This is an optimization exercise on Yosys and OpenROAD, whose aim is small area, a short achievable clock period and few clock cycles, not a production implementation.
At most, simulation tests tie the RTL to the original design; equivalence was not proved.
Only the layout flow was run in run 5; the RTL was not checked for function there.
Power figures rest on the tool's default switching activity, not on a simulated workload.

==> design/flow/design.v <==
module iono_crc5 (
    input  wire [7:0] d2,
    input  wire [7:0] d1,
    input  wire [2:0] d0_top,
    output wire [4:0] crc
);
    assign crc[0] = ~(d2[6] ^ d2[5] ^ d2[4] ^ d1[7] ^ d1[5] ^ d1[2] ^ d1[1] ^ d0_top[2] ^ d0_top[1] ^ d0_top[0]);
    assign crc[1] = ~(d2[7] ^ d2[6] ^ d2[5] ^ d2[0] ^ d1[6] ^ d1[3] ^ d1[2] ^ d1[0] ^ d0_top[2] ^ d0_top[1]);
    assign crc[2] = ~(d2[7] ^ d2[5] ^ d2[4] ^ d2[1] ^ d1[5] ^ d1[4] ^ d1[3] ^ d1[2] ^ d1[0] ^ d0_top[1] ^ d0_top[0]);
    assign crc[3] = d2[6] ^ d2[5] ^ d2[2] ^ d1[6] ^ d1[5] ^ d1[4] ^ d1[3] ^ d1[1] ^ d0_top[2] ^ d0_top[1];
    assign crc[4] = d2[7] ^ d2[5] ^ d2[4] ^ d2[3] ^ d1[6] ^ d1[4] ^ d1[1] ^ d1[0] ^ d0_top[1] ^ d0_top[0];
endmodule
module iono_crc7 (
    input  wire [7:0] w1,
    input  wire [7:0] w0,
    output wire [6:0] crc
);
    assign crc[0] = ~(w1[7] ^ w1[6] ^ w1[4] ^ w1[3] ^ w1[2] ^ w1[1] ^ w0[5] ^ w0[4] ^ w0[3] ^ w0[2] ^ w0[1]);
    assign crc[1] = ~(w1[6] ^ w1[5] ^ w1[1] ^ w0[6] ^ w0[1] ^ w0[0]);
    assign crc[2] = w1[4] ^ w1[3] ^ w1[1] ^ w0[7] ^ w0[5] ^ w0[4] ^ w0[3] ^ w0[0];
    assign crc[3] = w1[5] ^ w1[4] ^ w1[2] ^ w1[0] ^ w0[6] ^ w0[5] ^ w0[4] ^ w0[1] ^ w0[0];
    assign crc[4] = w1[7] ^ w1[5] ^ w1[4] ^ w1[2] ^ w0[7] ^ w0[6] ^ w0[4] ^ w0[3];
    assign crc[5] = w1[7] ^ w1[5] ^ w1[4] ^ w1[2] ^ w1[1] ^ w1[0] ^ w0[7] ^ w0[3] ^ w0[2] ^ w0[1] ^ w0[0];
    assign crc[6] = w1[6] ^ w1[5] ^ w1[3] ^ w1[2] ^ w1[1] ^ w1[0] ^ w0[4] ^ w0[3] ^ w0[2] ^ w0[1] ^ w0[0];
endmodule
module iono_xact (
    input  wire        clk,
    input  wire        rst,
    input  wire        req_valid,
    output wire        req_ready,
    input  wire [2:0]  req_op,
    input  wire        req_bank,
    input  wire [6:0]  req_cmd,
    input  wire [7:0]  req_reg,
    input  wire [7:0]  req_data,
    output wire        rsp_valid,
    output wire        rsp_ok,
    output reg  [7:0]  rsp_value,
    output wire        ex_valid,
    input  wire        ex_ready,
    output wire [1:0]  ex_cs,
    output wire [23:0] ex_tx,
    input  wire        ex_rvalid,
    input  wire [23:0] ex_rx,
    output wire [1:0]  in_err,
    output wire [1:0]  out_err,
    output reg  [1:0]  clr_pending,
    output wire [7:0]  in_inputs0,
    output wire [7:0]  in_inputs1
);
    localparam [2:0] OP_IN_READ   = 3'd0;
    localparam [2:0] OP_IN_WRITE  = 3'd1;
    localparam [2:0] OP_OUT_READ  = 3'd2;
    localparam [2:0] OP_OUT_WRITE = 3'd3;
    localparam [2:0] OP_OUT_CFG   = 3'd4;
    localparam [2:0] OP_CLEAR     = 3'd5;
    localparam [7:0]  OUT_CMD_READ_REG = 8'h7F;
    localparam [23:0] OUT_RT_FRAME     = 24'h050F03;   
    localparam [1:0]  ATTEMPTS_LAST    = 2'd2;
    reg        busy;       
    reg        vreq;       
    reg        rt;         
    reg        kin;        
    reg        wr;         
    reg        cfg;        
    reg        bank;
    reg [1:0]  attempt;
    reg        p1ok;       
    reg [15:0] f;          
    reg [6:0]  c;          
    reg        ok5r;       
    reg        ok7r;       
    reg [7:0]  r0r;        
    reg [1:0]  upd;        
    reg        q_k;        
    reg        q_o;        
    reg        q_ol;       
    reg        q_ok;       
    reg        r_k;        
    reg        r_o;        
    reg        g_c;        
    reg        rv0;        
    reg        rok0;       
    reg [7:0]  in0_r, in1_r;
    reg        in_err0, in_err1, out_err0, out_err1;
    assign in_err  = {in_err1, in_err0};
    assign out_err = {out_err1, out_err0};
    wire rb = cfg && !wr;                             
    wire retry = (r_k && !ok5r) || (r_o && !ok7r);
    wire go    = g_c && ok7r;                         
    assign rsp_valid      = rv0 || (q_k && ok5r) || (q_o && ok7r) || (q_ol && !ok7r);
    assign rsp_ok         = rok0 || (q_k && ok5r) || (q_ok && ok7r);
    assign in_inputs0     = upd[0] ? r0r : in0_r;
    assign in_inputs1     = upd[1] ? r0r : in1_r;
    wire [7:0] tx_w1 = rb ? OUT_CMD_READ_REG : f[15:8];
    assign ex_tx     = rt ? OUT_RT_FRAME : {tx_w1, f[7:0], 1'b0, c};
    assign ex_cs     = {!kin, bank};
    assign ex_valid  = vreq || retry || (ex_rvalid && rt);
    assign req_ready = !busy;
    wire       acc_req = !busy && req_valid;
    wire       op_in   = (req_op == OP_IN_READ) || (req_op == OP_IN_WRITE);
    wire       op_wr   = (req_op == OP_OUT_WRITE) || (req_op == OP_OUT_CFG);
    wire       kbit    = clr_pending[req_bank];
    reg  [7:0] nw1, nw0;
    always @(*) begin
        case (req_op)
            OP_IN_READ:  begin nw1 = {1'b0, req_cmd}; nw0 = 8'h00; end
            OP_IN_WRITE: begin nw1 = {1'b1, req_cmd}; nw0 = req_data; end
            OP_OUT_READ: begin nw1 = OUT_CMD_READ_REG; nw0 = req_reg; end
            default:     begin nw1 = {kbit, req_cmd}; nw0 = req_data; end
        endcase
    end
    wire [4:0] t5_cmd, t5_dat, t5_0;
    wire [6:0] t7_cmd, t7_dat, t7_reg, t7_0;
    wire [7:0] rsrc = busy ? rsp_value : req_reg;    
    iono_crc5 u_t5c (.d2({1'b0, req_cmd}), .d1(8'h00),    .d0_top(3'b000), .crc(t5_cmd));
    iono_crc5 u_t5d (.d2(8'h80),           .d1(req_data), .d0_top(3'b000), .crc(t5_dat));
    iono_crc5 u_t50 (.d2(8'h00),           .d1(8'h00),    .d0_top(3'b000), .crc(t5_0));
    iono_crc7 u_t7c (.w1({kbit, req_cmd}), .w0(8'h00),    .crc(t7_cmd));
    iono_crc7 u_t7d (.w1(8'h00),           .w0(req_data), .crc(t7_dat));
    iono_crc7 u_t7r (.w1(OUT_CMD_READ_REG), .w0(rsrc),    .crc(t7_reg));
    iono_crc7 u_t70 (.w1(8'h00),           .w0(8'h00),    .crc(t7_0));
    wire [4:0] c5_in = req_op[0] ? (t5_cmd ^ t5_dat ^ t5_0) : t5_cmd;
    wire [6:0] c7_wr = t7_cmd ^ t7_dat ^ t7_0;
    reg  [6:0] n_c;
    always @(*) begin
        if (busy)       n_c = t7_reg;
        else if (op_in) n_c = {2'b00, c5_in};
        else if (op_wr) n_c = c7_wr;
        else            n_c = t7_reg;
    end
    wire [4:0] rx_c5;
    wire [6:0] rx_c7;
    iono_crc5 u_rx5 (.d2(ex_rx[23:16]), .d1(ex_rx[15:8]), .d0_top(ex_rx[7:5]), .crc(rx_c5));
    iono_crc7 u_rx7 (.w1(ex_rx[23:16]), .w0(ex_rx[15:8]), .crc(rx_c7));
    wire ok5 = (rx_c5 == ex_rx[4:0]);
    wire ok7 = (rx_c7 == ex_rx[6:0]);
    wire eq  = (ex_rx[15:8] == f[15:8]);
    wire ex_acc   = ex_valid && ex_ready;
    wire echo     = busy && ex_rvalid;
    wire echo_p1  = echo && wr && rt;                 
    wire echo_fin = echo && !(wr && rt);              
    wire [1:0] bk = {bank, !bank};
    wire last     = (attempt == ATTEMPTS_LAST);
    wire p1g      = p1ok || !wr;                      
    wire ldv = kin ? !f[15] : !wr;
    always @(posedge clk) begin
        if (rst) begin
            busy        <= 1'b0;
            vreq        <= 1'b0;
            rt          <= 1'b0;
            q_k         <= 1'b0;
            q_o         <= 1'b0;
            q_ol        <= 1'b0;
            r_k         <= 1'b0;
            r_o         <= 1'b0;
            g_c         <= 1'b0;
            rv0         <= 1'b0;
            in_err0     <= 1'b0;
            in_err1     <= 1'b0;
            out_err0    <= 1'b0;
            out_err1    <= 1'b0;
            clr_pending <= 2'b00;
            upd         <= 2'b11;
            r0r         <= 8'd0;
        end else begin
            r0r  <= ex_rx[23:16];
            upd  <= (echo_fin && kin && ok5) ? bk : 2'b00;
            q_k  <= echo_fin && kin;
            q_o  <= echo_fin && !kin && p1g && !(wr && cfg);
            q_ol <= echo_fin && !kin && last;
            r_k  <= echo_fin && kin && !last;
            r_o  <= echo_fin && !kin && !last && p1g;
            g_c  <= echo_fin && wr && cfg && p1ok;
            rv0  <= echo_fin && last && (kin || !p1g);
            if (echo_fin) begin
                if (kin && !bank) in_err0 <= !ok5;
                if (kin && bank)  in_err1 <= !ok5;
                if (!kin && !bank) out_err0 <= !(ok7 && p1g && (eq || !rb));
                if (!kin && bank)  out_err1 <= !(ok7 && p1g && (eq || !rb));
                if (wr && f[15] && p1ok && ok7)
                    clr_pending[bank] <= 1'b0;
            end
            if (ex_acc) begin
                vreq <= 1'b0;
                if (wr) rt <= !rt;
            end
            if (acc_req) begin
                if (req_op == OP_CLEAR)
                    clr_pending[req_bank] <= 1'b1;
                if (req_op >= OP_CLEAR) begin
                    rv0 <= 1'b1;
                end else begin
                    busy <= 1'b1;
                    vreq <= 1'b1;
                end
            end
            if (echo_p1 && !ex_ready)
                vreq <= 1'b1;
            if (echo_fin && !kin && !last && !p1g)
                vreq <= 1'b1;
            if (rsp_valid)
                busy <= 1'b0;
            if (retry && !ex_ready)
                vreq <= 1'b1;
            if (go)
                vreq <= 1'b1;
        end
    end
    always @(posedge clk) begin
        in0_r <= in_inputs0;
        in1_r <= in_inputs1;
    end
    always @(posedge clk) begin
        ok5r <= ok5;
        ok7r <= ok7;
        q_ok <= echo_fin && !kin && p1g && (eq || !rb);
        rok0 <= acc_req && (req_op == OP_CLEAR);
        if (acc_req) begin
            bank     <= req_bank;
            attempt  <= 2'd0;
            kin      <= op_in;
            wr       <= op_wr;
            cfg      <= (req_op == OP_OUT_CFG);
            f        <= {nw1, nw0};
            c        <= n_c;
            case (req_op)
                OP_OUT_WRITE: rsp_value <= req_data;
                OP_OUT_CFG:   rsp_value <= req_reg;
                default:      rsp_value <= 8'd0;
            endcase
        end
        if (echo_p1)
            p1ok <= ok7;
        if (echo_fin && ldv)
            rsp_value <= ex_rx[15:8];
        if (echo_fin)
            attempt <= attempt + 2'd1;
        if (go) begin
            f       <= {f[7:0], rsp_value};
            c       <= n_c;
            wr      <= 1'b0;
            attempt <= 2'd0;
        end
    end
endmodule
==> design/flow/flow/run.sh <==
#!/bin/bash
# The standard layout, with two changes to how it is made:
# - the smallest buffer on every input and output port (the standard flow's
#   buffer_ports otherwise picks a larger delay buffer);
# - synthesis does not map to the 3-input XOR/XNOR cells (slow on the CRC trees).
set -euo pipefail
export BUFFER_PORTS_ARGS="-buffer_cell sky130_fd_sc_hd__buf_1"
cd "$(dirname "$0")/.."
plat=$(make -s --no-print-directory -C "$FLOW_HOME" DESIGN_CONFIG="$PWD/config.mk" WORK_HOME="$PWD/orfs" print-DONT_USE_CELLS | sed -n 's/^DONT_USE_CELLS: //p')
extra="sky130_fd_sc_hd__xor3_1 sky130_fd_sc_hd__xor3_2 sky130_fd_sc_hd__xor3_4 sky130_fd_sc_hd__xnor3_1 sky130_fd_sc_hd__xnor3_2 sky130_fd_sc_hd__xnor3_4"
echo "DONT_USE_CELLS: $plat $extra" > dont_use.log
bash standard.sh DONT_USE_CELLS="$plat $extra" finish > standard.log 2>&1
==> design/flow/standard.sh <==
#!/bin/bash
# synth_recipe.tcl (not shown) runs the flow's synth.tcl, then flattens the netlist and writes it again
# the make line also repeats each setting of config.mk as NAME=value (left out here)
make -C /OpenROAD-flow-scripts/flow DESIGN_CONFIG=/design/flow/config.mk WORK_HOME=/design/flow/orfs CLKGATE_MAP_FILE= SYNTH_SCRIPT=/design/flow/synth_recipe.tcl "${@:-finish}"
==> design/flow/config.mk <==
export PLATFORM = sky130hd
export DESIGN_NAME = iono_xact
export DESIGN_NICKNAME = iono_xact
export VERILOG_FILES = /design/flow/design.v
export SDC_FILE = /design/flow/constraint.sdc
export NUM_CORES = 4
export LEC_CHECK = 0
export CAP_MARGIN = 20
export CORE_MARGIN = 2
export CORE_UTILIZATION = 40
export SETUP_SLACK_MARGIN = 2.4
export SLEW_MARGIN = 20
==> design/flow/constraint.sdc <==
create_clock -name core_clock -period 5.0 [get_ports {clk}]
set_input_delay 1.0000 -clock core_clock [delete_from_list [all_inputs] [get_ports {clk}]]
set_output_delay 1.0000 -clock core_clock [all_outputs]
set_load 0.01 [all_outputs]
==> impl_metrics.json, run 1 <==
{
  "n_antenna_cell": 0,
  "dr.pass1.iters": 4,
  "p_sw_share_pct": 32.0,
  "synth-edff-count": 35,
  "syn_area_per_cell_um2": 9.43,
  "synth_cell_types": 47,
  "async_flop_share_pct": 0,
  "drt-total-wl_mm": 14.0,
  "core_region_area_mm2": 0.0126,
  "cts_tree": "done",
  "antenna_left": 0,
  "powerDensity_mw_per_mm2": 341,
  "grt_max_degree": 30,
  "drtIter0Drc": 215,
  "vdd_drop_max_v": 0.000206,
  "fin_skew_ps": 5.89,
  "antenna_found_initial": 0,
  "finalCritPeriodShare_pct": 50.8,
  "clockRootBuffer": "clkbuf_16",
  "pre_cts_slack_ps": 1900,
  "p_seq_share_pct": 40.3,
  "intPower_mw": 1.40,
  "multi_input_area_mm2": 0.00299,
  "place_hpwl_mm": 11.1,
  "ys_seq_elements": 84,
  "crit_fanout": 4,
  "die_y_um": 117,
  "insertion_delay_ps": 340,
  "area_growth_pct": 17.7,
  "drc": 0,
  "setup_slack_ps": 2460,
  "fp-row-count": 41,
  "status": "finished clean",
  "drv_cap": 0,
  "grt_pass1_vias": 4019,
  "seq_area_frac_synth_pct": 39.7,
  "wl_per_cell_um": 17.4,
  "finalMaxSlewViolations": 0,
  "power_frac_comb_pct": 28.3,
  "tightest_slew_ps": 860,
  "p_leak_nw": 2.16,
  "hold_viol_final": 0,
  "dieArea_mm2": 0.0137,
  "period_needed_ps": 2540,
  "holdCritPathClass": "reg2reg",
  "die-width_um": 117,
  "syn_inst": 543,
  "synth_area_mm2": 0.00512,
  "clk_pin_slew_ps": 60,
  "worstPathArrival_ps": 1540,
  "postCtsHoldBufs": 0,
  "gr-total-overflow": 0,
  "required_ps": 4000,
  "io_buffers": 114,
  "grt_usage_pct": 21.2,
  "clock_path_buffers": 2,
  "ys.flop_type": "dfxtp_1",
  "grt_first_pass_wirelength_mm": 21.8,
  "clockPowerShare_pct": 31.4,
  "layout_common_cells": "buf_1 (101), xnor2_1 (93), nor2_1 (48), dfxtp_1 (45), edfxtp_1 (35)",
  "cts-buffers-inserted": 9,
  "crit_type": "in2out",
  "relSlewSlack_pct": 42.5,
  "p_sw_mw": 0.658,
  "mostFrequentLayoutCell": "buf_1",
  "gp_congestion": 0.941,
  "final_nets": 684,
  "cts_sinks": 84,
  "num-fill-cells": 1243,
  "via_per_inst": 5.11,
  "crit_path_end_kind": "primary output",
  "ff_latch_area_mm2": 0.00204,
  "rsz0062_at_grt": "no",
  "ys_warn_count": 1,
  "setup_tns_ps": 0,
  "initial_core_util_pct": 40.8,
  "via_count": 4106,
  "synth_nets": 600,
  "fmax_mhz": 393,
  "htree_levels": 3,
  "ios": 116,
  "startpoint_type": "input pin",
  "setup_violations": 0,
  "drive_above_1_share_pct": 13.0
}
-- state kept, by name, indices dropped and copies added (netlist names), 2 cells and up --
register	cells
f	16
in0_r	8
in1_r	8
r0r	8
rsp_value	8
c	7
attempt	2
clr_pending	2
upd	2
-- area by class of cell --
cell class	instances	share of cell area, %
Timing Repair Buffer	115	7.49
Clock inverter	6	0.872
Tap cell	172	3.57
Sequential cell	84	33.8
Multi-Input combinational cell	405	49.6
Clock buffer	10	3.97
Inverter	12	0.747
-- synth_stat cells, types with 2 or more instances --
cell / n / area [um^2]
xnor2_1: 99 / 867
dfxtp_1: 49 / 981
nor2_1: 49 / 184
edfxtp_1: 35 / 1050
xor2_1: 35 / 307
clkbuf_1: 32 / 120
nand2_1: 31 / 116
a21oi_1: 25 / 125
nor2b_1: 20 / 125
mux2_2: 16 / 180
a22oi_1: 13 / 97.6
a31oi_1: 13 / 81.3
nand3_1: 13 / 65.1
inv_1: 12 / 45.0
or2_2: 11 / 68.8
o22a_1: 10 / 87.6
o21ai_0: 9 / 45.0
buf_4: 7 / 52.6
mux2i_1: 6 / 60.1
nor3_1: 6 / 30.0
xnor2_2: 6 / 97.6
nor3b_1: 4 / 30.0
or3_1: 4 / 25.0
a211oi_1: 3 / 22.5
and2_1: 3 / 18.8
and3_1: 3 / 18.8
nand4_1: 3 / 18.8
a21oi_2: 2 / 17.5
a221oi_1: 2 / 17.5
buf_2: 2 / 10.0
nor4_1: 2 / 12.5
o211ai_1: 2 / 15.0
o22ai_1: 2 / 12.5
-- kinds of logic (layout without fill, tap and decap cells) --
kind of cell | count (synthesis) | in the layout | synth area share (%)
adder cells (fa/ha/maj) | 1 | 1 | 0.244
flip-flops | 84 | 84 | 39.7
AO/OA/AOI/OAI | 89 | 89 | 11.6
multiplexers | 22 | 22 | 4.69
XOR/XNOR | 140 | 140 | 24.8
other | 1 | 1 | 0.0732
buffers and inverters | 54 | 143 | 4.52
AND/OR/NAND/NOR | 152 | 152 | 14.4
-- layer usage --
layer  routed length, um  track usage, %  vias to the layer above
met5                   0               0                        -
met2                6720            34.9                      124
li1                    -               -                     2006
met1                6280            28.6                     1958
met4                 245            5.73                        0
met3                 743            4.22                       18
-- power by group through the flow --
| stage | logic [mW] | registers, mW | clock network, mW |
|---|---|---|---|
| 6_report | 0.581 | 0.829 | 0.646 |
| 5_1_grt | 0.639 | 0.836 | 0.689 |
| 4_1_cts | 0.574 | 0.829 | 0.657 |
| 3_5_place_dp | 0.569 | 0.843 | 0 |
| 3_3_place_gp | 0.563 | 0.842 | 0 |
| 2_1_floorplan | 0.439 | 0.818 | 0 |
-- critical path, stage by stage --
cell	delay (ps)
buf_1	180
nand2_1	80
nand2_1	120
buf_1	160
-- metrics by stage --
stage	utilization, %	power [mW]	instance area [um^2]	hold WS (ps)	instances
2_1_floorplan	-	1.26	5210	451	543
3_3_place_gp	45.0	1.40	5650	458	788
3_5_place_dp	45.0	1.41	5650	460	788
4_1_cts	47.5	2.06	5960	476	804
6_report	48.0	2.06	6030	472	804
5_1_grt	48.0	2.16	6030	490	804
-- timing repair --
| item | CTS | global route |
|---|---|---|
| hold endpoints to repair | 0 | 0 |
| endpoints found under the setup margin | 70 | 53 |
| setup buffers | 0 | 0 |
| gates resized for setup | 11 | 16 |
| pin swaps | 0 | 1 |
-- final timing paths --
kind | startpoint | cells past startpoint | end | slack, ps
worst max-delay path | ex_rvalid | 4 | ex_valid | 2460
worst min-delay path | in1_r[6] | 1 | in1_r[6] | 470
worst max register to register | busy | 6 | c[5] | 2820
worst min register to register | in1_r[6] | 1 | in1_r[6] | 470
Testbench counts, summed over its fixed seeds: cycles 10,194.
==> run 2: changes to the inputs <==
--- a/design/flow/config.mk
+++ b/design/flow/config.mk
@@ -8,5 +8,5 @@
 export CAP_MARGIN = 20
 export CORE_MARGIN = 2
 export CORE_UTILIZATION = 40
-export SETUP_SLACK_MARGIN = 2.4
+export SETUP_SLACK_MARGIN = 2.6
 export SLEW_MARGIN = 20
==> run 2 against run 1 <==
  * Register-to-register slack got worse by 20 ps
  * Critical path type is now reg2out
  * Global-route usage rose by 0.91 points
  * Synthesized area stayed put
  * Final cell count up 2.6%
==> impl_metrics.json, run 2 <==
{
  "status": "finished clean",
  "n_antenna_cell": 0,
  "worstPathArrival_ps": 1460,
  "worst-path-buf-inv": 1,
  "crit_fanout": 4,
  "num-fill-cells": 1207,
  "period_needed_ps": 2460,
  "die_y_um": 117,
  "fmax_mhz": 407,
  "finalCritPeriodShare_pct": 49.1,
  "dieArea_mm2": 0.0137,
  "ys_warn_count": 1,
  "clockRootBuffer": "clkbuf_16",
  "pre_cts_slack_ps": 1860,
  "p_leak_nw": 2.46,
  "wl_per_cell_um": 17.9,
  "syn_area_per_cell_um2": 9.43,
  "synth_top_cell_by_area": "edfxtp_1",
  "fin_skew_ps": 6.72,
  "gp_congestion": 0.935,
  "synth_area_mm2": 0.00512,
  "rsz0062_at_grt": "yes",
  "setup_slack_ps": 2540,
  "dr.pass1.iters": 5,
  "clk_pin_slew_ps": 60,
  "cts_tree": "done",
  "dp_cells": 788,
  "startpoint_type": "flop",
  "tightest_slew_ps": 936,
  "whs_ps": 474,
  "powerDensity_mw_per_mm2": 328,
  "synth_area_leaders": "edfxtp_1 (21%), dfxtp_1 (19%), xnor2_1 (17%), xor2_1 (6.0%), nor2_1 (3.6%)",
  "slowest_delay_ps": 450,
  "drtIter0Drc": 228,
  "layout_common_cells": "buf_1 (80), xnor2_1 (79), nor2_1 (45), dfxtp_1 (42), edfxtp_1 (35)",
  "path_delay_family": "simple AND/OR/NAND/NOR gates",
  "initial_core_util_pct": 40.8,
  "ys.flop_type": "dfxtp_1",
  "yosysMostFrequentCell": "xnor2_1",
  "setup_violations": 0,
  "design_area_mm2": 0.00658,
  "via_count": 4259,
  "io_buffers": 114,
  "synth_top_area_share_pct": 20.5,
  "holdCritPathClass": "reg2reg",
  "grt_pass1_vias": 4106,
  "critical_path.slowest_cell": "edfxtp_1",
  "seq_area_frac_synth_pct": 39.7,
  "worstPathCellList": "nor2b_4 -> or3_1 -> clkbuf_2",
  "clock_path_buffers": 2,
  "placed_area_mm2": 0.00574,
  "required_ps": 4000,
  "crit_path_end_kind": "primary output",
  "place_hpwl_mm": 11.2,
  "drive_above_1_share_pct": 23.1,
  "antenna_left": 0,
  "drv_cap": 0,
  "fp-row-count": 41,
  "htree_levels": 3,
  "grt_max_degree": 30,
  "syn_inst": 543,
  "area_growth_pct": 28.4,
  "synth-edff-count": 35,
  "final_nets": 706,
  "finalNonFillerCells": 825,
  "antenna_found_initial": 0,
  "gr-total-overflow": 0,
  "finalMaxSlewViolations": 0,
  "core_region_area_mm2": 0.0126,
  "synth_common_cells": "xnor2_1 (99), dfxtp_1 (49), nor2_1 (49)",
  "via_per_inst": 5.16,
  "drc": 0,
  "vdd_drop_max_v": 0.000192,
  "drt-total-wl_mm": 14.7,
  "synth_nets": 600,
  "insertion_delay_ps": 350,
  "cts_sinks": 84,
  "hold_viol_final": 0,
  "crit_type": "reg2out",
  "die-width_um": 117,
  "cts-buffers-inserted": 9,
  "grt_first_pass_wirelength_mm": 22.4,
  "ios": 116,
  "async_flop_share_pct": 0,
  "setup_tns_ps": 0,
  "top_register": "f",
  "relSlewSlack_pct": 37.4,
  "grt_usage_pct": 22.1,
  "largest_reg_flops": 16,
  "ys_seq_elements": 84,
  "mostFrequentLayoutCell": "buf_1",
  "synth_cell_types": 47
}
-- run 2: cell types whose count changed in the layout (fill, tap and decap cells not counted), sizes merged --
cell | before | now
buf | 108 | 125
inv | 16 | 15
clkbuf | 17 | 21
nor2b | 20 | 21
-- run 2: per-stage QoR --
stage          util [%]  power, mW
4_1_cts            50.4       2.12
6_report           52.3       2.16
2_1_floorplan         -       1.27
3_3_place_gp       45.6       1.42
3_5_place_dp       45.6       1.42
5_1_grt            52.3       2.26
-- run 2: worst reg2reg max path, stage by stage, from the launching register on --
cell      delay [ps]
dfxtp_4          400
inv_1             60
a221oi_2         250
nand2_1          110
buf_4            140
buf_4            120
buf_4            120
buf_4            120
buf_4            120
buf_4            120
buf_4            120
buf_4            120
nand3_1           80
xor2_1           150
nor2_1            50
-- run 2: kinds of logic (layout without fill, tap and decap cells) --
group | Yosys count | after routing | share of synthesized area (%)
flip-flops | 84 | 84 | 39.7
multiplexers | 22 | 22 | 4.69
other | 1 | 1 | 0.0732
AND/OR/NAND/NOR | 152 | 153 | 14.4
buffers and inverters | 54 | 163 | 4.52
adder cells (fa/ha/maj) | 1 | 1 | 0.244
XOR/XNOR | 140 | 140 | 24.8
AO/OA/AOI/OAI | 89 | 89 | 11.6
-- run 2: timing repair --
| item | CTS | global route |
|---|---|---|
| gates cloned | 0 | 1 |
| hold buffers | 0 | 0 |
| endpoints found under the setup margin | 95 | 31 |
| resized for setup | 59 | 52 |
| setup buffers | 15 | 6 |
| hold endpoints to repair | 0 | 0 |
| pin swaps | 13 | 17 |
-- run 2: routing by layer --
metal	GRT usage [%]	share of wire [%]
met3	6.18	6.7
met1	28.7	43
met5	0	0
met2	35.1	48
met4	8.47	2.7
-- run 2: layout make-up --
cell class	instances	area, um^2	share of cell area (%)
repair buffers	136	741	11.3
clock inverters	5	41.3	0.628
flip-flops and latches	84	2050	31.1
multi-input cells	406	3240	49.2
clock buffers	10	250	3.80
inverters	12	45.0	0.685
well taps	172	215	3.27
-- run 2: power by group --
group / internal, mW / total (mW) / switching, mW
Combinational: 0.323 / 0.672 / 0.349
Clock: 0.369 / 0.652 / 0.283
Sequential: 0.782 / 0.832 / 0.0501
Total: 1.47 / 2.16 / 0.682
-- run 2: worst paths after layout --
path	from	endpoint	slack, ps	cells past startpoint
worst max register to register	ok7r	rt	2800	14
worst min-delay path	in1_r[6]	in1_r[6]	470	1
worst max-delay path	cfg	ex_tx[16]	2540	3
worst min register to register	in1_r[6]	in1_r[6]	470	1
==> run 3: changes to the inputs <==
--- a/design/flow/config.mk
+++ b/design/flow/config.mk
@@ -8,5 +8,5 @@
 export CAP_MARGIN = 20
 export CORE_MARGIN = 2
 export CORE_UTILIZATION = 40
-export SETUP_SLACK_MARGIN = 2.6
+export SETUP_SLACK_MARGIN = 2.5
 export SLEW_MARGIN = 20
==> run 3 against run 2 <==
  * Register-to-register slack better by 20 ps
  * Synthesized area stayed put
  * Routed wire length is 3.8% lower
==> impl_metrics.json, run 3 <==
{
  "wl_per_cell_um": 17.6,
  "finalCritPeriodShare_pct": 49.5,
  "core_region_area_mm2": 0.0126,
  "powerDensity_mw_per_mm2": 346,
  "clock_path_buffers": 2,
  "ys_warn_count": 1,
  "vdd_drop_max_v": 0.000195,
  "cp.depth": 3,
  "n_antenna_cell": 0,
  "crit_type": "reg2out",
  "fin_util_pct": 49.2,
  "p_leak_nw": 2.25,
  "intPower_mw": 1.45,
  "worst-path-buf-inv": 1,
  "largest_reg_flops": 16,
  "yosysMostFrequentCell": "xnor2_1",
  "power_frac_comb_pct": 28.1,
  "ff_latch_area_mm2": 0.00204,
  "drc": 0,
  "r2r_slack_ps": 2820,
  "dieArea_mm2": 0.0137,
  "ys.flop_type": "dfxtp_1",
  "cts_sinks": 84,
  "ios": 116,
  "cts_tree": "done",
  "initial_core_util_pct": 40.8,
  "die-width_um": 117,
  "hold_viol_final": 0,
  "required_ps": 4000,
  "period_needed_ps": 2470,
  "dp_cells": 789,
  "place_hpwl_mm": 11.1,
  "p_sw_share_pct": 31.9,
  "synth-edff-count": 35,
  "die_y_um": 117,
  "whs_path_depth": 1,
  "p_seq_share_pct": 38.8,
  "status": "finished clean",
  "grt_pass1_vias": 4027,
  "synth_nets": 600,
  "fin_skew_ps": 10.9,
  "area_growth_pct": 20.7,
  "tightest_slew_ps": 872,
  "via_count": 4181,
  "synth_common_cells": "xnor2_1 (99), dfxtp_1 (49), nor2_1 (49)",
  "clockRootBuffer": "clkbuf_16",
  "drtIter0Drc": 247,
  "fmax_mhz": 404,
  "htree_levels": 3,
  "startpoint_type": "flop",
  "async_flop_share_pct": 0,
  "setup_slack_ps": 2530,
  "drv_cap": 0,
  "multi_input_area_mm2": 0.00307,
  "top_register": "f",
  "ys_seq_elements": 84,
  "pre_cts_slack_ps": 1960,
  "synth_top_area_share_pct": 20.5,
  "grt_max_degree": 30,
  "mostFrequentLayoutCell": "buf_1",
  "worstPathCellList": "nor2b_4 -> or3_1 -> buf_1",
  "path_delay_family": "simple AND/OR/NAND/NOR gates",
  "placed_area_mm2": 0.00569,
  "finalNonFillerCells": 808,
  "gp_congestion": 0.948,
  "via_per_inst": 5.17,
  "design_area_mm2": 0.00618,
  "gr-total-overflow": 0,
  "io_buffers": 114,
  "drive_above_1_share_pct": 16.2,
  "synth_area_mm2": 0.00512,
  "holdCritPathClass": "reg2reg",
  "clockPowerShare_pct": 33.0,
  "insertion_delay_ps": 350,
  "grt_usage_pct": 21.3,
  "layout_common_cells": "buf_1 (96), xnor2_1 (86), nor2_1 (48), dfxtp_1 (43), edfxtp_1 (35)",
  "clk_pin_slew_ps": 70,
  "antenna_found_initial": 0,
  "crit_fanout": 9,
  "rsz0062_at_grt": "yes",
  "finalMaxSlewViolations": 0,
  "p_sw_mw": 0.682,
  "syn_inst": 543,
  "whs_ps": 478,
  "drt-total-wl_mm": 14.2,
  "relSlewSlack_pct": 41.7,
  "worstPathArrival_ps": 1470,
  "num-fill-cells": 1221,
  "setup_violations": 0,
  "setup_tns_ps": 0,
  "crit_path_end_kind": "primary output",
  "fp-row-count": 41,
  "postCtsHoldBufs": 0,
  "slowest_delay_ps": 420,
  "final_nets": 688,
  "r2r_cells": 6,
  "seq_area_frac_synth_pct": 39.7,
  "power_mw": 2.14,
  "synth_top_cell_by_area": "edfxtp_1",
  "critical_path.slowest_cell": "edfxtp_1",
  "synth_cell_types": 47,
  "synth_area_leaders": "edfxtp_1 (21%), dfxtp_1 (19%), xnor2_1 (17%), xor2_1 (6.0%), nor2_1 (3.6%)",
  "grt_first_pass_wirelength_mm": 21.8,
  "cts-buffers-inserted": 9,
  "antenna_left": 0,
  "syn_area_per_cell_um2": 9.43,
  "dr.pass1.iters": 4
}
==> run 3: cell families after synthesis <==
group	Yosys count	share of synthesized area (%)
buf+inv	54	4.52
fa+ha+maj	1	0.244
simple gates	152	14.4
other cells	1	0.0732
xor+xnor	140	24.8
mux	22	4.69
compound gates	89	11.6
flops	84	39.7
==> run 3: path summary, 6_finish.rpt <==
check	start	endpoint
hold / removal	in0_r[7]	in0_r[7]
hold reg to reg	in0_r[7]	in0_r[7]
setup reg to reg	busy	vreq
setup / recovery	cfg	ex_tx[18]
==> run 3: timing repair <==
| item | in CTS | in global routing |
|---|---|---|
| setup endpoints to repair | 73 | 66 |
| pin swaps | 1 | 13 |
| resized for setup | 18 | 35 |
| gates cloned | 0 | 0 |
| buffers inserted | 0 | 3 |
==> run 3: layout make-up <==
cell class / count / area share, %
clock inverter: 7 / 1.44
tap: 172 / 3.48
sequential: 84 / 33.0
multi-input combinational: 405 / 49.6
timing repair buffer: 119 / 8.11
inverter: 12 / 0.728
clock buffer: 9 / 3.64
==> run 3: power by group through the flow <==
stage,Clock (mW),Combinational [mW],Sequential (mW)
6_report,0.706,0.601,0.830
5_1_grt,0.744,0.655,0.837
4_1_cts,0.716,0.578,0.830
3_5_place_dp,0,0.571,0.844
3_3_place_gp,0,0.567,0.842
2_1_floorplan,0,0.443,0.818
==> run 3: routing by layer <==
metal	GRT usage (%)	wire (um)
met1	27.2	5980
met3	4.74	894
met4	8.24	382
met5	0	0
met2	35.2	6920
==> run 4: changes to the inputs <==
--- a/design/flow/config.mk
+++ b/design/flow/config.mk
@@ -8,5 +8,7 @@
 export CAP_MARGIN = 20
 export CORE_MARGIN = 2
 export CORE_UTILIZATION = 40
+export CTS_CLUSTER_DIAMETER = 150
+export CTS_CLUSTER_SIZE = 40
 export SETUP_SLACK_MARGIN = 2.5
 export SLEW_MARGIN = 20
==> run 4 against run 3 <==
  * Global-route usage unchanged
  * Synthesized area unchanged
  * Sequential power is essentially flat
  * Maximum frequency unchanged
  * Synthesized cell count did not move
  * Still clean on timing, DRC and antenna
  * Worst hold slack stayed put
  * Largest power group unchanged
  * Register-to-register slack is essentially flat
  * Critical path type unchanged
  * Core utilization unchanged
==> impl_metrics.json, run 4 <==
{
  "fin_skew_ps": 10.9,
  "finalCritPeriodShare_pct": 49.5,
  "largest_reg_flops": 16,
  "drtIter0Drc": 247,
  "holdCritPathClass": "reg2reg",
  "setup_tns_ps": 0,
  "startpoint_type": "flop",
  "p_leak_nw": 2.25,
  "power_mw": 2.14,
  "period_needed_ps": 2470,
  "whs_path_depth": 1,
  "worst-path-buf-inv": 1,
  "antenna_left": 0,
  "grt_max_degree": 30,
  "die_y_um": 117,
  "fp-row-count": 41,
  "relSlewSlack_pct": 41.7,
  "crit_path_end_kind": "primary output",
  "use_met1_pct": 27.2,
  "initial_core_util_pct": 40.8,
  "grt_usage_pct": 21.3,
  "gr-usage-met2_pct": 35.2,
  "top_usage_layer": "met2",
  "hold_end": "in0_r[7]",
  "ios": 116,
  "via_per_inst": 5.17,
  "wl_per_cell_um": 17.6,
  "vdd_drop_max_v": 0.000195,
  "synth_common_cells": "xnor2_1 (99), dfxtp_1 (49), nor2_1 (49)",
  "crit_fanout": 9,
  "min-delay-start": "in0_r[7]",
  "synth_top_cell_by_area": "edfxtp_1",
  "hold_viol_final": 0,
  "r2r_cells": 6,
  "via_count": 4181,
  "ys_seq_elements": 84,
  "synth_area_mm2": 0.00512,
  "syn_inst": 543,
  "ys_warn_count": 1,
  "finalMaxSlewViolations": 0,
  "final_nets": 688,
  "path_delay_family": "simple AND/OR/NAND/NOR gates",
  "synth_area_leaders": "edfxtp_1 (21%), dfxtp_1 (19%), xnor2_1 (17%), xor2_1 (6.0%), nor2_1 (3.6%)",
  "gp_congestion": 0.948,
  "synth_nets": 600,
  "fmax_mhz": 404,
  "setup_slack_ps": 2530,
  "r2r_slack_ps": 2820,
  "setup_violations": 0,
  "die-width_um": 117,
  "cts-buffers-inserted": 9,
  "clk_pin_slew_ps": 70,
  "worstPathArrival_ps": 1470,
  "postCtsHoldBufs": 0,
  "area_growth_pct": 20.7,
  "drv_cap": 0,
  "crit_path_start": "cfg",
  "top_register": "f",
  "grt_pass1_vias": 4027,
  "mostFrequentLayoutCell": "buf_1",
  "slowest_delay_ps": 420,
  "fin_util_pct": 49.2,
  "clockRootBuffer": "clkbuf_16",
  "drc": 0,
  "powerDensity_mw_per_mm2": 346,
  "num-fill-cells": 1221,
  "tightest_slew_ps": 872,
  "rsz0062_at_grt": "yes",
  "status": "finished clean",
  "rr_startpoint": "busy",
  "synth_cell_types": 47,
  "insertion_delay_ps": 350,
  "layout_common_cells": "buf_1 (96), xnor2_1 (86), nor2_1 (48), dfxtp_1 (43), edfxtp_1 (35)",
  "worstPathCellList": "nor2b_4 -> or3_1 -> buf_1",
  "dr.pass1.iters": 4,
  "dieArea_mm2": 0.0137,
  "cts_sinks": 84,
  "synth_top_area_share_pct": 20.5,
  "pre_cts_slack_ps": 1960,
  "drt-total-wl_mm": 14.2,
  "place_hpwl_mm": 11.1,
  "ys.flop_type": "dfxtp_1",
  "clock_path_buffers": 2,
  "synth-edff-count": 35,
  "core_region_area_mm2": 0.0126,
  "r2r-end": "vreq",
  "yosysMostFrequentCell": "xnor2_1",
  "drive_above_1_share_pct": 16.2,
  "cts_tree": "done",
  "htree_levels": 3,
  "antenna_found_initial": 0,
  "grt_util_met3_pct": 4.74,
  "required_ps": 4000,
  "crit_type": "reg2out",
  "io_buffers": 114,
  "seq_area_frac_synth_pct": 39.7,
  "critical_path.slowest_cell": "edfxtp_1",
  "async_flop_share_pct": 0,
  "syn_area_per_cell_um2": 9.43,
  "n_antenna_cell": 0,
  "gr-total-overflow": 0,
  "grt_first_pass_wirelength_mm": 21.8
}
==> run 4: cell counts after synthesis <==
No cell type changed its count.
==> run 4: metal layers <==
metal | part of all wire (%) | up-vias
met5 | 0 | -
met4 | 2.7 | 0
met3 | 6.3 | 23
met2 | 49 | 141
met1 | 42 | 1992
li1 | - | 2025
==> run 4: stage by stage <==
step	cell area [um^2]	instances	hold WS [ps]
3_3_place_gp	5690	789	457
4_1_cts	6040	805	480
2_1_floorplan	5250	543	451
5_1_grt	6180	808	492
3_5_place_dp	5690	789	464
6_report	6180	808	478
==> run 4: layout make-up <==
| cell class | instances | area, um^2 | area share, % |
|---|---|---|---|
| clock buffers | 9 | 225 | 3.64 |
| clock inverters | 7 | 88.8 | 1.44 |
| inverters | 12 | 45.0 | 0.728 |
| multi-input cells | 405 | 3070 | 49.6 |
| flip-flops and latches | 84 | 2040 | 33.0 |
| well taps | 172 | 215 | 3.48 |
| repair buffers | 119 | 502 | 8.11 |
==> run 4: cell families (layout without fill, tap and decap cells) <==
family,count (synthesis),count (layout),share of synthesized area (%)
AOI/OAI and AO/OA,89,89,11.6
xor gates and xnor gates,140,140,24.8
adders and majority gates,1,1,0.244
buffers and inverters,54,147,4.52
DFF,84,84,39.7
muxes,22,22,4.69
other,1,1,0.0732
and+or+nand+nor,152,152,14.4
==> run 4: what timing repair did <==
action	4_1_cts	5_1_grt
setup buffers	0	3
pin swaps	1	13
setup endpoints to repair	73	66
gates resized for setup	18	35
==> run 4: worst max-delay path by stage <==
stage | endpoint | slack [ps] | cells past startpoint
final | ex_tx[18] | 2530 | 3
after global routing | in_err1 | 2430 | 8
after CTS | in_err1 | 2500 | 8
after detailed placement | out_err1 | 1960 | 8
after global placement | clr_pending[1] | 2010 | 8
after floorplan | in_err1 | 2370 | 8
==> run 4: report_power, final <==
part | leakage [nW] | switching, mW | total, mW | internal [mW]
Sequential | 0.745 | 0.0486 | 0.830 | 0.782
Combinational | 1.35 | 0.329 | 0.601 | 0.272
Clock | 0.152 | 0.304 | 0.706 | 0.401
==> run 5: changes to the inputs <==
--- a/design/flow/design.v
+++ b/design/flow/design.v
@@ -42,8 +42,8 @@
     output wire [23:0] ex_tx,
     input  wire        ex_rvalid,
     input  wire [23:0] ex_rx,
-    output wire [1:0]  in_err,
-    output wire [1:0]  out_err,
+    output reg  [1:0]  in_err,
+    output reg  [1:0]  out_err,
     output reg  [1:0]  clr_pending,
     output wire [7:0]  in_inputs0,
     output wire [7:0]  in_inputs1
@@ -82,9 +82,6 @@
     reg        rv0;        
     reg        rok0;       
     reg [7:0]  in0_r, in1_r;
-    reg        in_err0, in_err1, out_err0, out_err1;
-    assign in_err  = {in_err1, in_err0};
-    assign out_err = {out_err1, out_err0};
     wire rb = cfg && !wr;                             
     wire retry = (r_k && !ok5r) || (r_o && !ok7r);
     wire go    = g_c && ok7r;                         
@@ -110,31 +107,19 @@
             default:     begin nw1 = {kbit, req_cmd}; nw0 = req_data; end
         endcase
     end
-    wire [4:0] t5_cmd, t5_dat, t5_0;
-    wire [6:0] t7_cmd, t7_dat, t7_reg, t7_0;
-    wire [7:0] rsrc = busy ? rsp_value : req_reg;    
-    iono_crc5 u_t5c (.d2({1'b0, req_cmd}), .d1(8'h00),    .d0_top(3'b000), .crc(t5_cmd));
-    iono_crc5 u_t5d (.d2(8'h80),           .d1(req_data), .d0_top(3'b000), .crc(t5_dat));
-    iono_crc5 u_t50 (.d2(8'h00),           .d1(8'h00),    .d0_top(3'b000), .crc(t5_0));
-    iono_crc7 u_t7c (.w1({kbit, req_cmd}), .w0(8'h00),    .crc(t7_cmd));
-    iono_crc7 u_t7d (.w1(8'h00),           .w0(req_data), .crc(t7_dat));
-    iono_crc7 u_t7r (.w1(OUT_CMD_READ_REG), .w0(rsrc),    .crc(t7_reg));
-    iono_crc7 u_t70 (.w1(8'h00),           .w0(8'h00),    .crc(t7_0));
-    wire [4:0] c5_in = req_op[0] ? (t5_cmd ^ t5_dat ^ t5_0) : t5_cmd;
-    wire [6:0] c7_wr = t7_cmd ^ t7_dat ^ t7_0;
-    reg  [6:0] n_c;
-    always @(*) begin
-        if (busy)       n_c = t7_reg;
-        else if (op_in) n_c = {2'b00, c5_in};
-        else if (op_wr) n_c = c7_wr;
-        else            n_c = t7_reg;
-    end
-    wire [4:0] rx_c5;
-    wire [6:0] rx_c7;
-    iono_crc5 u_rx5 (.d2(ex_rx[23:16]), .d1(ex_rx[15:8]), .d0_top(ex_rx[7:5]), .crc(rx_c5));
-    iono_crc7 u_rx7 (.w1(ex_rx[23:16]), .w0(ex_rx[15:8]), .crc(rx_c7));
-    wire ok5 = (rx_c5 == ex_rx[4:0]);
-    wire ok7 = (rx_c7 == ex_rx[6:0]);
+    wire       tx_sel = !busy || g_c;
+    wire [7:0] x1 = !busy ? nw1 : (g_c ? OUT_CMD_READ_REG : ex_rx[23:16]);
+    wire [7:0] x0 = !busy ? nw0 : (g_c ? rsp_value : ex_rx[15:8]);
+    wire [7:0] x2 = tx_sel ? 8'h00 : ex_rx[7:0];
+    wire [4:0] x_c5;
+    wire [6:0] x_c7;
+    iono_crc5 u_x5 (.d2(x1), .d1(x0), .d0_top(x2[7:5]), .crc(x_c5));
+    iono_crc7 u_x7 (.w1(x1), .w0(x0), .crc(x_c7));
+    wire [4:0] s5 = x_c5 ^ x2[4:0];
+    wire [6:0] s7 = x_c7 ^ x2[6:0];
+    wire [6:0] n_c = (!busy && op_in) ? {2'b00, s5} : s7;
+    wire ok5 = (s5 == 5'd0);
+    wire ok7 = (s7 == 7'd0);
     wire eq  = (ex_rx[15:8] == f[15:8]);
     wire ex_acc   = ex_valid && ex_ready;
     wire echo     = busy && ex_rvalid;
@@ -156,10 +141,8 @@
             r_o         <= 1'b0;
             g_c         <= 1'b0;
             rv0         <= 1'b0;
-            in_err0     <= 1'b0;
-            in_err1     <= 1'b0;
-            out_err0    <= 1'b0;
-            out_err1    <= 1'b0;
+            in_err      <= 2'b00;
+            out_err     <= 2'b00;
             clr_pending <= 2'b00;
             upd         <= 2'b11;
             r0r         <= 8'd0;
@@ -174,10 +157,10 @@
             g_c  <= echo_fin && wr && cfg && p1ok;
             rv0  <= echo_fin && last && (kin || !p1g);
             if (echo_fin) begin
-                if (kin && !bank) in_err0 <= !ok5;
-                if (kin && bank)  in_err1 <= !ok5;
-                if (!kin && !bank) out_err0 <= !(ok7 && p1g && (eq || !rb));
-                if (!kin && bank)  out_err1 <= !(ok7 && p1g && (eq || !rb));
+                if (kin)
+                    in_err[bank] <= !ok5;
+                else
+                    out_err[bank] <= !(ok7 && p1g && (eq || !rb));
                 if (wr && f[15] && p1ok && ok7)
                     clr_pending[bank] <= 1'b0;
             end
--- a/design/flow/config.mk
+++ b/design/flow/config.mk
@@ -8,7 +8,5 @@
 export CAP_MARGIN = 20
 export CORE_MARGIN = 2
 export CORE_UTILIZATION = 40
-export CTS_CLUSTER_DIAMETER = 150
-export CTS_CLUSTER_SIZE = 40
-export SETUP_SLACK_MARGIN = 2.5
+export SETUP_SLACK_MARGIN = 2.4
 export SLEW_MARGIN = 20
==> run 5 against run 4 <==
  * Still clean
  * Synthesized area is 4.8% higher
  * First-iteration DRC count is 100% higher
  * Global-route usage is 2.6 points higher
  * Critical path type is now in2reg
  * Critical endpoint is now p1ok
  * Largest cell class unchanged
==> impl_metrics.json, run 5 <==
{
  "grt_usage_pct": 23.9,
  "drc": 0,
  "setup_tns_ps": 0,
  "slowest_delay_ps": 520,
  "via_count": 4980,
  "tightest_slew_ps": 795,
  "place_hpwl_mm": 12.7,
  "grt_pass1_vias": 4857,
  "p_leak_nw": 2.51,
  "clock_path_buffers": 2,
  "drt-total-wl_mm": 17.4,
  "cts-buffers-inserted": 9,
  "muxShareOfSynthArea_pct": 6.43,
  "synth_area_mm2": 0.00537,
  "status": "finished clean",
  "synth-compound-area-share_pct": 16.2,
  "clk_pin_slew_ps": 70,
  "antenna_left": 0,
  "ys_warn_count": 1,
  "critical_path.slowest_cell": "or4b_4",
  "synth-xor-area-share_pct": 15.1,
  "setup_slack_ps": 1620,
  "core_region_area_mm2": 0.0132,
  "antenna_found_initial": 0,
  "fin_skew_ps": 7.69,
  "finalCritPeriodShare_pct": 67.5,
  "n_antenna_cell": 0,
  "synth_common_cells": "nor2_1 (66), xnor2_1 (55), dfxtp_1 (49)",
  "rsz0062_at_grt": "yes",
  "ys_seq_elements": 84,
  "grt_first_pass_wirelength_mm": 26.1,
  "syn_inst": 591,
  "placed_area_mm2": 0.00594,
  "area_growth_pct": 29.6,
  "initial_core_util_pct": 40.7,
  "cts_sinks": 84,
  "hold_viol_final": 0,
  "seq_area_frac_synth_pct": 37.8,
  "synth_area_leaders": "edfxtp_1 (20%), dfxtp_1 (18%), xnor2_1 (9.0%), xor2_1 (4.9%), nor2_1 (4.6%)",
  "drive_above_1_share_pct": 22.2,
  "gp_congestion": 0.926,
  "synth_nets": 648,
  "synth-edff-count": 35,
  "wl_per_cell_um": 19.2,
  "setup_violations": 0,
  "finalMaxSlewViolations": 0,
  "htree_levels": 3,
  "fp-row-count": 42,
  "cts_tree": "done",
  "insertion_delay_ps": 350,
  "worst-path-buf-inv": 5,
  "crit_path_end_kind": "flop",
  "worstPathCellList": "buf_6 -> buf_6 -> nor3b_4 -> buf_4 -> buf_12 -> or3_4 -> o221ai_4 -> xor2_4 -> xor2_2 -> xnor2_1 -> or4b_4 -> nor3_4 -> buf_4",
  "path_delay_family": "simple AND/OR/NAND/NOR gates",
  "finalNonFillerCells": 905,
  "dp_cells": 848,
  "die-width_um": 120,
  "ys.flop_type": "dfxtp_1",
  "holdCritPathClass": "reg2reg",
  "die_y_um": 120,
  "io_buffers": 114,
  "mostFrequentLayoutCell": "buf_1",
  "relSlewSlack_pct": 47.0,
  "num-fill-cells": 1253,
  "design_area_mm2": 0.00696,
  "synth_top_family_by_area": "simple AND/OR/NAND/NOR gates",
  "synth-simple-area-share_pct": 19.5,
  "layout_common_cells": "buf_1 (108), nor2_1 (64), xnor2_1 (47), dfxtp_1 (47)",
  "vdd_drop_max_v": 0.000189,
  "yosysMostFrequentCell": "nor2_1",
  "worstPathArrival_ps": 3600,
  "final_nets": 781,
  "period_needed_ps": 3380,
  "ios": 116,
  "startpoint_type": "input pin",
  "syn_area_per_cell_um2": 9.09,
  "via_per_inst": 5.50,
  "required_ps": 5230,
  "crit_fanout": 6,
  "synth_top_area_share_pct": 19.6,
  "fmax_mhz": 296,
  "async_flop_share_pct": 0,
  "drv_cap": 0,
  "dr.pass1.iters": 5,
  "dieArea_mm2": 0.0144,
  "largest_reg_flops": 16,
  "synth_cell_types": 73,
  "postCtsHoldBufs": 0,
  "powerDensity_mw_per_mm2": 352,
  "gr-total-overflow": 0,
  "synth_top_cell_by_area": "edfxtp_1",
  "pre_cts_slack_ps": 768,
  "clockRootBuffer": "clkbuf_16",
  "grt_max_degree": 37,
  "yosys.area_share.adder_pct": 0.233,
  "crit_type": "in2reg",
  "drtIter0Drc": 505,
  "top_register": "f"
}
-- run 5: routing by layer --
layer	track usage (%)	vias to the layer above	part of all wire, %
li1	-	2339	-
met1	30.6	2415	42
met2	40.0	197	49
met3	4.42	29	6.2
met4	9.63	0	2.4
met5	0	-	0
-- run 5: layout make-up --
cell class                      instances  area [um^2]  area share (%)
Clock buffer                            9          225            3.24
Timing Repair Buffer                  162          865            12.4
Inverter                               11         41.3           0.593
Multi-Input combinational cell        456         3490            50.2
Sequential cell                        84         2030            29.2
Tap cell                              176          220            3.16
Clock inverter                          7         81.3            1.17
-- run 5: worst min-delay path, cell delays in order, from the launching register on --
cell     delay [ps]
dfxtp_1         310
nand3_1          70
a21oi_1          50
-- run 5: worst paths after layout --
kind               from    endpoint  slack (ps)  cells past startpoint
min reg2reg  attempt[0]  attempt[0]         470                      2
max reg2reg        busy        p1ok        1770                      9
min          attempt[0]  attempt[0]         470                      2
max           req_op[0]        p1ok        1620                     13
-- run 5: repair_timing --
item | 4_1_cts | 5_1_grt
gates resized for setup | 34 | 44
endpoints found under the setup margin | 32 | 50
hold endpoints to repair | 0 | 0
cloned | 4 | 0
buffers inserted | 28 | 9
pin swaps | 26 | 22
-- run 5: kinds of logic (layout without fill, tap and decap cells) --
logic type / after synthesis / count (layout)
adder cells (fa/ha/maj): 1 / 1
AND/OR/NAND/NOR: 203 / 203
buffers and inverters: 51 / 189
multiplexers: 31 / 31
other: 1 / 1
AO/OA/AOI/OAI: 131 / 131
XOR/XNOR: 89 / 89
flip-flops: 84 / 84
-- run 5: stage by stage --
stage          hold WS (ps)  power (mW)  util (%)
2_1_floorplan           444        1.36         -
3_3_place_gp            452        1.54      45.0
3_5_place_dp            464        1.55      45.0
4_1_cts                 473        2.35      50.5
5_1_grt                 489        2.56      52.8
6_report                473        2.45      52.8
-- run 5: report_power, final --
group          internal, mW  leakage, nW  switching [mW]
Sequential            0.797        0.744          0.0483
Combinational         0.429         1.62           0.489
Clock                 0.395        0.149           0.289
Total                  1.62         2.51           0.826

afterwards: timing with drivers on the ports:
In the flow no input, the clock included, has a driving cell. The finished layouts below were timed again as built, in two steps. Step 1: set_driving_cell puts a clkbuf_16 on clk and a buf_2 on each other input, an assumption about the parent block. Step 2 times the ports against the registers' clock, not the clock port: input delays grow and output delays shrink by t, the midpoint of the rising clock arrivals with the driver on. Three values: ideal, step 1, step 2; two values: the first two.
run	t, ns	setup WS [ns]	worst setup path at the end	worst register clock-pin slew, ns
run 1	0.376	2.458 / 2.427 / 2.170	input to register	0.07 / 0.07
run 2	0.389	2.544 / 2.501 / 2.233	input to register	0.07 / 0.07
run 3	0.391	2.527 / 2.483 / 2.176	input to register	0.07 / 0.07
run 4	0.391	2.527 / 2.483 / 2.176	input to register	0.07 / 0.07
run 5	0.386	1.624 / 1.606 / 1.220	input to register	0.07 / 0.07
After both steps setup and hold are still met in every run listed. The setup slack of run 5, which loses most, moves by -0.018 ns with the drivers and by -0.404 ns with both steps.
